Context: an optimization exercise on an open-source flow, tuned for a short achievable clock period and few clock cycles. The choices shown serve that exercise and are no tape-out recipe. In this exercise RTL edits were held to simulation tests only and were not proved equivalent to the original.

## flow/design.v

```verilog
module cs213_frame_dp (
    input              clk,
    input              rst,
    input              start,
    output             start_ready,
    input      [15:0]  cfg_key,
    input              cfg_enc,
    input              cfg_comp,
    input              cfg_cks,
    input      [15:0]  cfg_sum,
    input      [15:0]  cfg_stored,
    input      [19:0]  cfg_orig,
    input      [127:0] cfg_dict,
    input              in_valid,
    input      [7:0]   in_data,
    output             in_ready,
    output             out_valid,
    output     [7:0]   out_data,
    input              out_ready,
    output             done,
    output     [2:0]   err,
    output     [15:0]  checksum,
    output     [19:0]  out_count
);
    localparam [2:0] E_OK        = 3'd0,
                     E_INTEGRITY = 3'd2,
                     E_SIZE      = 3'd3,
                     E_TRUNC     = 3'd6;
    localparam [7:0] SENTINEL = 8'h07;
    localparam FAW = 4;                  
    localparam FD  = 1 << FAW;           
    localparam RAW = 2;                  
    localparam RD  = 1 << RAW;           
    function [15:0] lfsr_step;
        input [15:0] s;
        begin
            lfsr_step = {s[0] ^ s[6] ^ s[9] ^ s[13], s[15:1]};
        end
    endfunction
    integer i;
    reg          start_ready_r;
    reg [15:0]   c_ks;
    reg          c_enc, c_comp, c_cks;
    reg [15:0]   c_sum;
    reg [15:0]   c_stored;
    reg [19:0]   c_orig;
    reg [127:0]  c_dict;
    always @(posedge clk) begin
        if (start_ready_r) begin
            c_ks     <= lfsr_step(cfg_key);
            c_enc    <= cfg_enc;
            c_comp   <= cfg_comp;
            c_cks    <= cfg_cks;
            c_sum    <= cfg_sum;
            c_stored <= cfg_stored;
            c_orig   <= cfg_orig;
            c_dict   <= cfg_dict;
        end
    end
    reg          a_act;        
    reg          a_fin;        
    reg [15:0]   a_rem;        
    reg          in_ready_r;
    reg          a_enc, a_comp, a_cks;
    reg [15:0]   a_sum;
    reg [19:0]   a_orig;
    reg [7:0]    a_dict [0:15];
    reg [15:0]   ks;           
    reg          phase;        
    reg          esc;          
    reg [15:0]   csum;
    reg [19:0]   ocnt;
    reg          b_v;
    reg          b_last;
    reg [7:0]    b_d;
    reg [12:0]   tf_mem [0:FD-1];    
    reg [FAW-1:0] tf_wp, tf_rp;
    reg [FAW:0]  tf_cnt;
    reg [38:0]   rf_mem [0:RD-1];    
    reg [RAW-1:0] rf_wp, rf_rp;
    reg [RAW:0]  rf_cnt;
    wire [7:0] pad = phase ? ks[15:8] : ks[7:0];
    wire [7:0] db  = a_enc ? (b_d ^ pad) : b_d;
    reg        tok_w;
    reg [7:0]  tok_byte;
    reg [3:0]  tok_cnt;
    reg        esc_next;
    always @(*) begin
        tok_w    = 1'b0;
        tok_byte = db;
        tok_cnt  = 4'd1;
        esc_next = 1'b0;
        if (!a_comp) begin
            tok_w = 1'b1;
        end else if (!esc) begin
            if (db == SENTINEL)
                esc_next = 1'b1;
            else
                tok_w = 1'b1;
        end else begin
            if (db == 8'h00) begin
                tok_w    = 1'b1;
                tok_byte = SENTINEL;
            end else if (db[7:4] != 4'd0) begin
                tok_w    = 1'b1;
                tok_byte = a_dict[db[3:0]];
                tok_cnt  = db[7:4];
            end
        end
    end
    wire [2:0] fin_err = (a_cks && csum != a_sum) ? E_INTEGRITY :
                         (a_comp && esc)          ? E_TRUNC :
                         (ocnt != a_orig)         ? E_SIZE : E_OK;
    wire tf_full  = (tf_cnt == FD);
    wire rf_full  = (rf_cnt == RD);
    wire fin_go   = a_fin && !tf_full && !rf_full;
    wire load_a   = !start_ready_r && (!a_act || fin_go);
    wire in_fire  = in_valid && in_ready_r;
    wire        tf_we    = (b_v && tok_w) || fin_go;
    wire [12:0] tf_wdata = fin_go ? 13'h1000 : {1'b0, tok_cnt, tok_byte};
    wire room = (tf_cnt <= FD - 4);
    reg          cur_v;
    reg          cur_eof;
    reg [3:0]    cur_cnt;
    reg [7:0]    cur_byte;
    reg          s_v;
    reg          s_eof;
    reg [7:0]    s_d;
    reg          o_v;
    reg          o_done;
    reg [7:0]    o_d;
    reg [2:0]    o_err;
    reg [15:0]   o_csum;
    reg [19:0]   o_cnt;
    wire tf_empty  = (tf_cnt == 0);
    wire prod_fire = cur_v && !s_v;
    wire cur_free  = !cur_v || (prod_fire && (cur_eof || cur_cnt == 4'd1));
    wire tf_re     = cur_free && !tf_empty;
    wire [12:0] tf_head = tf_mem[tf_rp];
    wire o_busy    = o_v && !out_ready;
    wire o_load_s  = !o_busy && s_v;
    wire o_load_c  = !o_busy && !s_v && cur_v;
    wire o_take_done = (o_load_s && s_eof) || (o_load_c && cur_eof);
    wire rf_re     = o_take_done;
    wire [38:0] rf_head = rf_mem[rf_rp];
    always @(posedge clk) begin
        if (rst) begin
            start_ready_r <= 1'b1;
            a_act      <= 1'b0;
            a_fin      <= 1'b0;
            in_ready_r <= 1'b0;
            b_v        <= 1'b0;
            tf_wp      <= 0;
            tf_rp      <= 0;
            tf_cnt     <= 0;
            rf_wp      <= 0;
            rf_rp      <= 0;
            rf_cnt     <= 0;
            cur_v      <= 1'b0;
            s_v        <= 1'b0;
            o_v        <= 1'b0;
            o_done     <= 1'b0;
        end else begin
            if (start_ready_r) begin
                if (start)
                    start_ready_r <= 1'b0;
            end else if (load_a) begin
                start_ready_r <= 1'b1;
            end
            b_v    <= in_fire;
            b_last <= (a_rem == 16'd1);
            if (load_a) begin
                a_act  <= 1'b1;
                a_fin  <= (c_stored == 16'd0);
                a_rem  <= c_stored;
                in_ready_r <= (c_stored != 16'd0) && room;
                a_enc  <= c_enc;
                a_comp <= c_comp;
                a_cks  <= c_cks;
                a_sum  <= c_sum;
                a_orig <= c_orig;
                for (i = 0; i < 16; i = i + 1)
                    a_dict[i] <= c_dict[8*i +: 8];
                ks     <= c_ks;
                phase  <= 1'b0;
                esc    <= 1'b0;
                csum   <= 16'd0;
                ocnt   <= 20'd0;
            end else begin
                if (fin_go) begin
                    a_act <= 1'b0;
                    a_fin <= 1'b0;
                end
                if (in_fire) begin
                    a_rem      <= a_rem - 16'd1;
                    in_ready_r <= (a_rem != 16'd1) && room;
                end else begin
                    in_ready_r <= a_act && (a_rem != 16'd0) && room;
                end
                if (b_v) begin
                    csum  <= csum + {8'd0, b_d};
                    phase <= !phase;
                    if (phase)
                        ks <= lfsr_step(ks);
                    esc <= esc_next;
                    if (tok_w)
                        ocnt <= ocnt + {16'd0, tok_cnt};
                    if (b_last)
                        a_fin <= 1'b1;
                end
            end
            if (tf_we)
                tf_wp <= tf_wp + 1'b1;
            if (tf_re)
                tf_rp <= tf_rp + 1'b1;
            tf_cnt <= tf_cnt + tf_we - tf_re;
            if (fin_go)
                rf_wp <= rf_wp + 1'b1;
            if (rf_re)
                rf_rp <= rf_rp + 1'b1;
            rf_cnt <= rf_cnt + fin_go - rf_re;
            if (cur_free) begin
                cur_v <= !tf_empty;
            end else if (prod_fire) begin
                cur_cnt <= cur_cnt - 4'd1;
            end
            if (!o_busy)
                s_v <= 1'b0;
            else if (prod_fire)
                s_v <= 1'b1;
            if (!o_busy) begin
                o_v    <= (s_v && !s_eof) || (!s_v && cur_v && !cur_eof);
                o_done <= o_take_done;
            end
        end
        b_d <= in_data;
        if (tf_we)
            tf_mem[tf_wp] <= tf_wdata;
        if (fin_go)
            rf_mem[rf_wp] <= {fin_err, csum, ocnt};
        if (cur_free)
            {cur_eof, cur_cnt, cur_byte} <= tf_head;
        if (o_busy && prod_fire) begin
            s_eof <= cur_eof;
            s_d   <= cur_byte;
        end
        if (o_load_s)
            o_d <= s_d;
        else if (o_load_c)
            o_d <= cur_byte;
        if (o_take_done)
            {o_err, o_csum, o_cnt} <= rf_head;
    end
    assign start_ready = start_ready_r;
    assign in_ready    = in_ready_r;
    assign out_valid   = o_v;
    assign out_data    = o_d;
    assign done        = o_done;
    assign err         = o_err;
    assign checksum    = o_csum;
    assign out_count   = o_cnt;
endmodule
```

## flow/run.sh

```bash
#!/bin/bash
# synth_recipe.tcl (not shown) runs the flow's synth.tcl, then flattens the netlist and writes it again
# the make line also repeats each setting of config.mk as NAME=value (left out here)
make -C /OpenROAD-flow-scripts/flow DESIGN_CONFIG=/design/flow/config.mk WORK_HOME=/design/flow/orfs CLKGATE_MAP_FILE= SYNTH_SCRIPT=/design/flow/synth_recipe.tcl finish
```

## flow/config.mk

```make
export PLATFORM = sky130hd
export DESIGN_NAME = cs213_frame_dp
export DESIGN_NICKNAME = cs213_frame_dp
export VERILOG_FILES = /design/flow/design.v
export SDC_FILE = /design/flow/constraint.sdc
export NUM_CORES = 4
export LEC_CHECK = 0
export CAP_MARGIN = 20
export CORE_MARGIN = 2
export CORE_UTILIZATION = 40
export SLEW_MARGIN = 20
```

## flow/constraint.sdc

```tcl
create_clock -name core_clock -period 5.0 [get_ports {clk}]
set_input_delay 1.0000 -clock core_clock [delete_from_list [all_inputs] [get_ports {clk}]]
set_output_delay 1.0000 -clock core_clock [all_outputs]
set_load 0.01 [all_outputs]
```

==> summary.txt <==
[kinds of logic (layout without fill, tap and decap cells)]
| kind of cell | after synthesis | in the layout |
|---|---|---|
| DFF | 911 | 911 |
| xor gates and xnor gates | 100 | 100 |
| muxes | 140 | 140 |
| buffers and inverters | 108 | 499 |
| adders and majority gates | 39 | 39 |
| and+or+nand+nor | 413 | 413 |
| AOI/OAI and AO/OA | 174 | 174 |
| other | 0 | 1 |
[cells in the mapped netlist, drive strengths merged, types with 9 or more instances]
library cell	number	area share, %
xor2	31	0.78
mux2i	19	0.55
xnor2	69	1.7
mux2	14	0.45
nand2	134	1.5
nor4	19	0.34
nor2	92	0.99
nor2b	17	0.31
buf	41	0.63
a31oi	12	0.22
edfxtp	870	75
o21ai	48	0.73
dfxtp	41	2.4
or3	9	0.16
a21oi	32	0.46
mux4	107	6.9
and2	12	0.22
and3	26	0.47
nor3	21	0.30
clkbuf	36	0.39
ha	35	1.3
inv	31	0.33
nand3	43	0.62
nand4	21	0.40
[cell usage in the layout, fill, tap and decap left out, types with 6 or more instances in the layout]
cell type,n
edfxtp_1,870
clkdlybuf4s50_1,261
nand2_1,132
mux4_2,107
clkbuf_16,95
nor2_1,89
xnor2_1,69
nand3_1,43
o21ai_0,41
dfxtp_1,36
ha_1,35
xor2_1,31
inv_1,30
a21oi_1,28
buf_4,27
and3_1,26
nand4_1,20
mux2i_1,19
nor3_1,19
nor4_1,19
clkinv_2,18
nor2b_1,17
clkbuf_1,17
clkinv_1,15
mux2_2,12
or3_1,9
a31oi_1,9
bufinv_16,9
o211ai_1,8
and2_1,7
a211oi_1,7
a21o_1,7
nand2b_1,6
clkinvlp_4,6
[metrics by stage]
step	setup slack [ns]	std cells	hold slack, ns	utilization, %
finish	0.754	3432	0.411	48.6
global route	0.371	3431	0.421	48.6
CTS	0.810	3429	0.417	48.5
detailed placement	0.817	3255	0.405	44.9
global placement	0.883	3255	0.404	44.9
floorplan	0.218	1885	0.400	-
[routing by layer]
layer / wire length (um) / part of all wire (%) / vias up / global-route usage [%]
met2: 38400 / 50 / 506 / 28.7
met5: 0 / 0 / - / 0
met3: 4010 / 5.2 / 121 / 2.78
li1: - / - / 8054 / -
met4: 1980 / 2.6 / 0 / 5.68
met1: 32700 / 42 / 8956 / 23.3
[registers in the layout, indices dropped and copies added, names as in the netlist, 16 cells and up, named ones only]
register	flops
o_csum	16
ocnt	20
c_ks	16
c_orig	20
a_dict	128
a_sum	16
o_cnt	20
tf_mem	208
c_dict	128
a_rem	16
rf_mem	156
ks	16
csum	16
c_sum	16
a_orig	20
c_stored	16
[how the worst max path moves through the flow]
stage / end / cells past startpoint
5_1_grt: tf_cnt[4] / 18
4_1_cts: tf_cnt[4] / 17
3_5_place_dp: tf_cnt[4] / 17
2_1_floorplan: rf_cnt[2] / 10
6_report: tf_cnt[4] / 18
3_3_place_gp: tf_cnt[4] / 17
[power by group through the flow]
stage,Sequential [mW],Combinational (mW),Clock (mW)
3_5_place_dp,9.89,2.67,0
6_report,9.64,2.73,6.95
5_1_grt,9.72,2.99,7.43
3_3_place_gp,9.87,2.62,0
4_1_cts,9.74,2.68,7.14
2_1_floorplan,9.65,1.74,0
[area by class of cell]
class                      count  area share [%]
timing repair buffer         294            7.00
clock inverter                57            1.38
antenna                        1         0.00596
inverter                      31           0.277
clock buffer                 117            5.98
multi-input combinational    866            17.7
tap                         1155            3.44
sequential                   911            64.2
==> impl_metrics.tcl <==
set metrics [dict create \
    outcome "timing/DRC/antenna clean" \
    grt_antenna_before_repair 2 \
    start_kind "register" \
    ys_seq_area_share_pct 77.6 \
    ff2ff_setup_slack_ns 0.75 \
    cp_slowest_cell "edfxtp_1" \
    critical_path.cell_chain "buf_4 -> mux2i_1 -> nor2_1 -> xnor2_1 -> nand4_1 -> a2111oi_4 -> buf_4 -> o21ai_4 -> inv_1 -> ha_1 -> inv_1 -> ha_1 -> fa_1 -> a21oi_1 -> nor2_1 -> nor2_1 -> xor2_1 -> nor2_1" \
    r2r_cells 18 \
    fin_crit_sh_pct 84.9 \
    cts_resized 0 \
    multi_input_area_mm2 0.00741 \
    drive_gt1_share_pct 14.4 \
    rows 108 \
    viasPerCell 5.14 \
    tightest_slew_ns 1.10 \
    gp_congestion 0.809 \
    final.fill_count 7063 \
    cts_max_path_buffers 3 \
    required_ns 5.52 \
    synthMuxAreaShare_pct 7.94 \
    layout.nets 2449 \
    p_sw_mw 4.70 \
    ys_async_sr_fraction_pct 0 \
    grt_max_degree 159 \
    synth_enable_flop_cells 870 \
    hold_depth 0 \
    slew_violations 0 \
    setup_viol 0 \
    drv_cap 0 \
    synth_nets 2136 \
    cp_slowest_stage_delay_ns 0.50 \
    final_cell_area_mm2 0.0420 \
    min_from "c_orig[10]" \
    htreeDepth 3 \
    clk_latency_ns 0.65 \
    yosys_warnings 2 \
    synthToLayoutAreaGrowth_pct 20.8 \
    hold_viol_final 0 \
    ys_seq_elements 911 \
    clock-sinks 911 \
    die_width_um 299 \
    clk_pin_slew_worst_paths_ns 0.06 \
    numCtsBuffers 94 \
    cp_max_fo 17 \
    dieArea_mm2 0.0892 \
    finalPower_mw 19.3 \
    crit_family "adder cells" \
    cts_setup_buffers 0 \
    dr.first_iter.drc_count 1470 \
    drt-pass1-iter-count 5 \
    cts_hold_buf 0 \
    finalCriticalPeriod_ns 4.25 \
    crit_path_start "phase" \
    synth_top_family_by_area "multiplexers" \
    worstPathBufferInverterCount 4 \
    synthCells 1885 \
    clockPowerShare_pct 36.0 \
    die_h_um 299 \
    synth.distinct_cells 72 \
    cts_tree "yes" \
    regArea_mm2 0.0270 \
    power_frac_comb_pct 14.1 \
    max-slew-margin-rel_pct 26.6 \
    synth_compound_area_share_pct 3.44 \
    vias 17600 \
    hpwlAfterDp_um 50500 \
    wirelength_um 77100 \
    min_to "a_orig[10]" \
    place_area_mm2 0.0388 \
    critPathCaptureType "register" \
    drc 0 \
    clock.fmax_ghz 0.236 \
    crit_type "reg -> reg" \
    routedWlPerCell_um 22.5 \
    synthSimpleGateAreaFrac_pct 5.69 \
    timing.setup.tns_ns 0 \
    r2r-start "phase" \
    grt_pass1_vias 18200 \
    grt_util_all_layers_pct 17.3 \
    grt_overflow 0 \
    coreArea_mm2 0.0863 \
    final_antenna_net_count 0 \
    cp.arrival_ns 4.76 \
    leakage_nw 13.8 \
    ioPinCount 263 \
    r2r-end "tf_cnt[4]" \
    seq_power_share_pct 49.9 \
    initial_core_util_pct 40.2 \
    power_density_mw_per_mm2 460 \
    path_common_cell "nor2_1" \
    cts_root_buf "clkbuf_16" \
    finClkSkew_ns 0.0211 \
    synth_ff_type "edfxtp_1" \
    synth_area_mm2 0.0347 \
    switching_share_pct 24.3 \
    synth_adder_area_share_pct 1.49 \
    ir_drop_mv 0.265 \
    p_int_mw 14.6 \
    grt_pass1_wl_um 115000 \
    avgSynthCellArea_um2 18.4 \
    rsz0062_at_grt "no" \
    min-delay-path-class "reg -> reg" \
    io_buffers 262 \
    synth_xor_area_share_pct 2.52 \
]
Testbench counts, summed over its fixed seeds: cycles 37,098.

[separate check: timing with driven ports]
In the flow no input, the clock included, has a driving cell. The finished layout below was timed again as built, in two steps. Step 1 sets driving cells, clkbuf_16 on the clock port and buf_2 on the other inputs (assumed; they add their load-dependent delay and slew). Step 2, shift: input delay + t, output delay - t, t = (earliest + latest rising clock arrival at the registers) / 2. This alone moves slack from input paths to output paths. a / b / c = no drivers / after step 1 / after step 2; a / b = the first two.
shift t [ns]: 0.698
setup WS [ns]: 0.754 / 0.754 / 0.754
worst setup path after step 2: register to register
After both steps this run still meets setup and hold. The setup slack of this run moves by 0.000 ns with the drivers and by 0.000 ns with both steps.
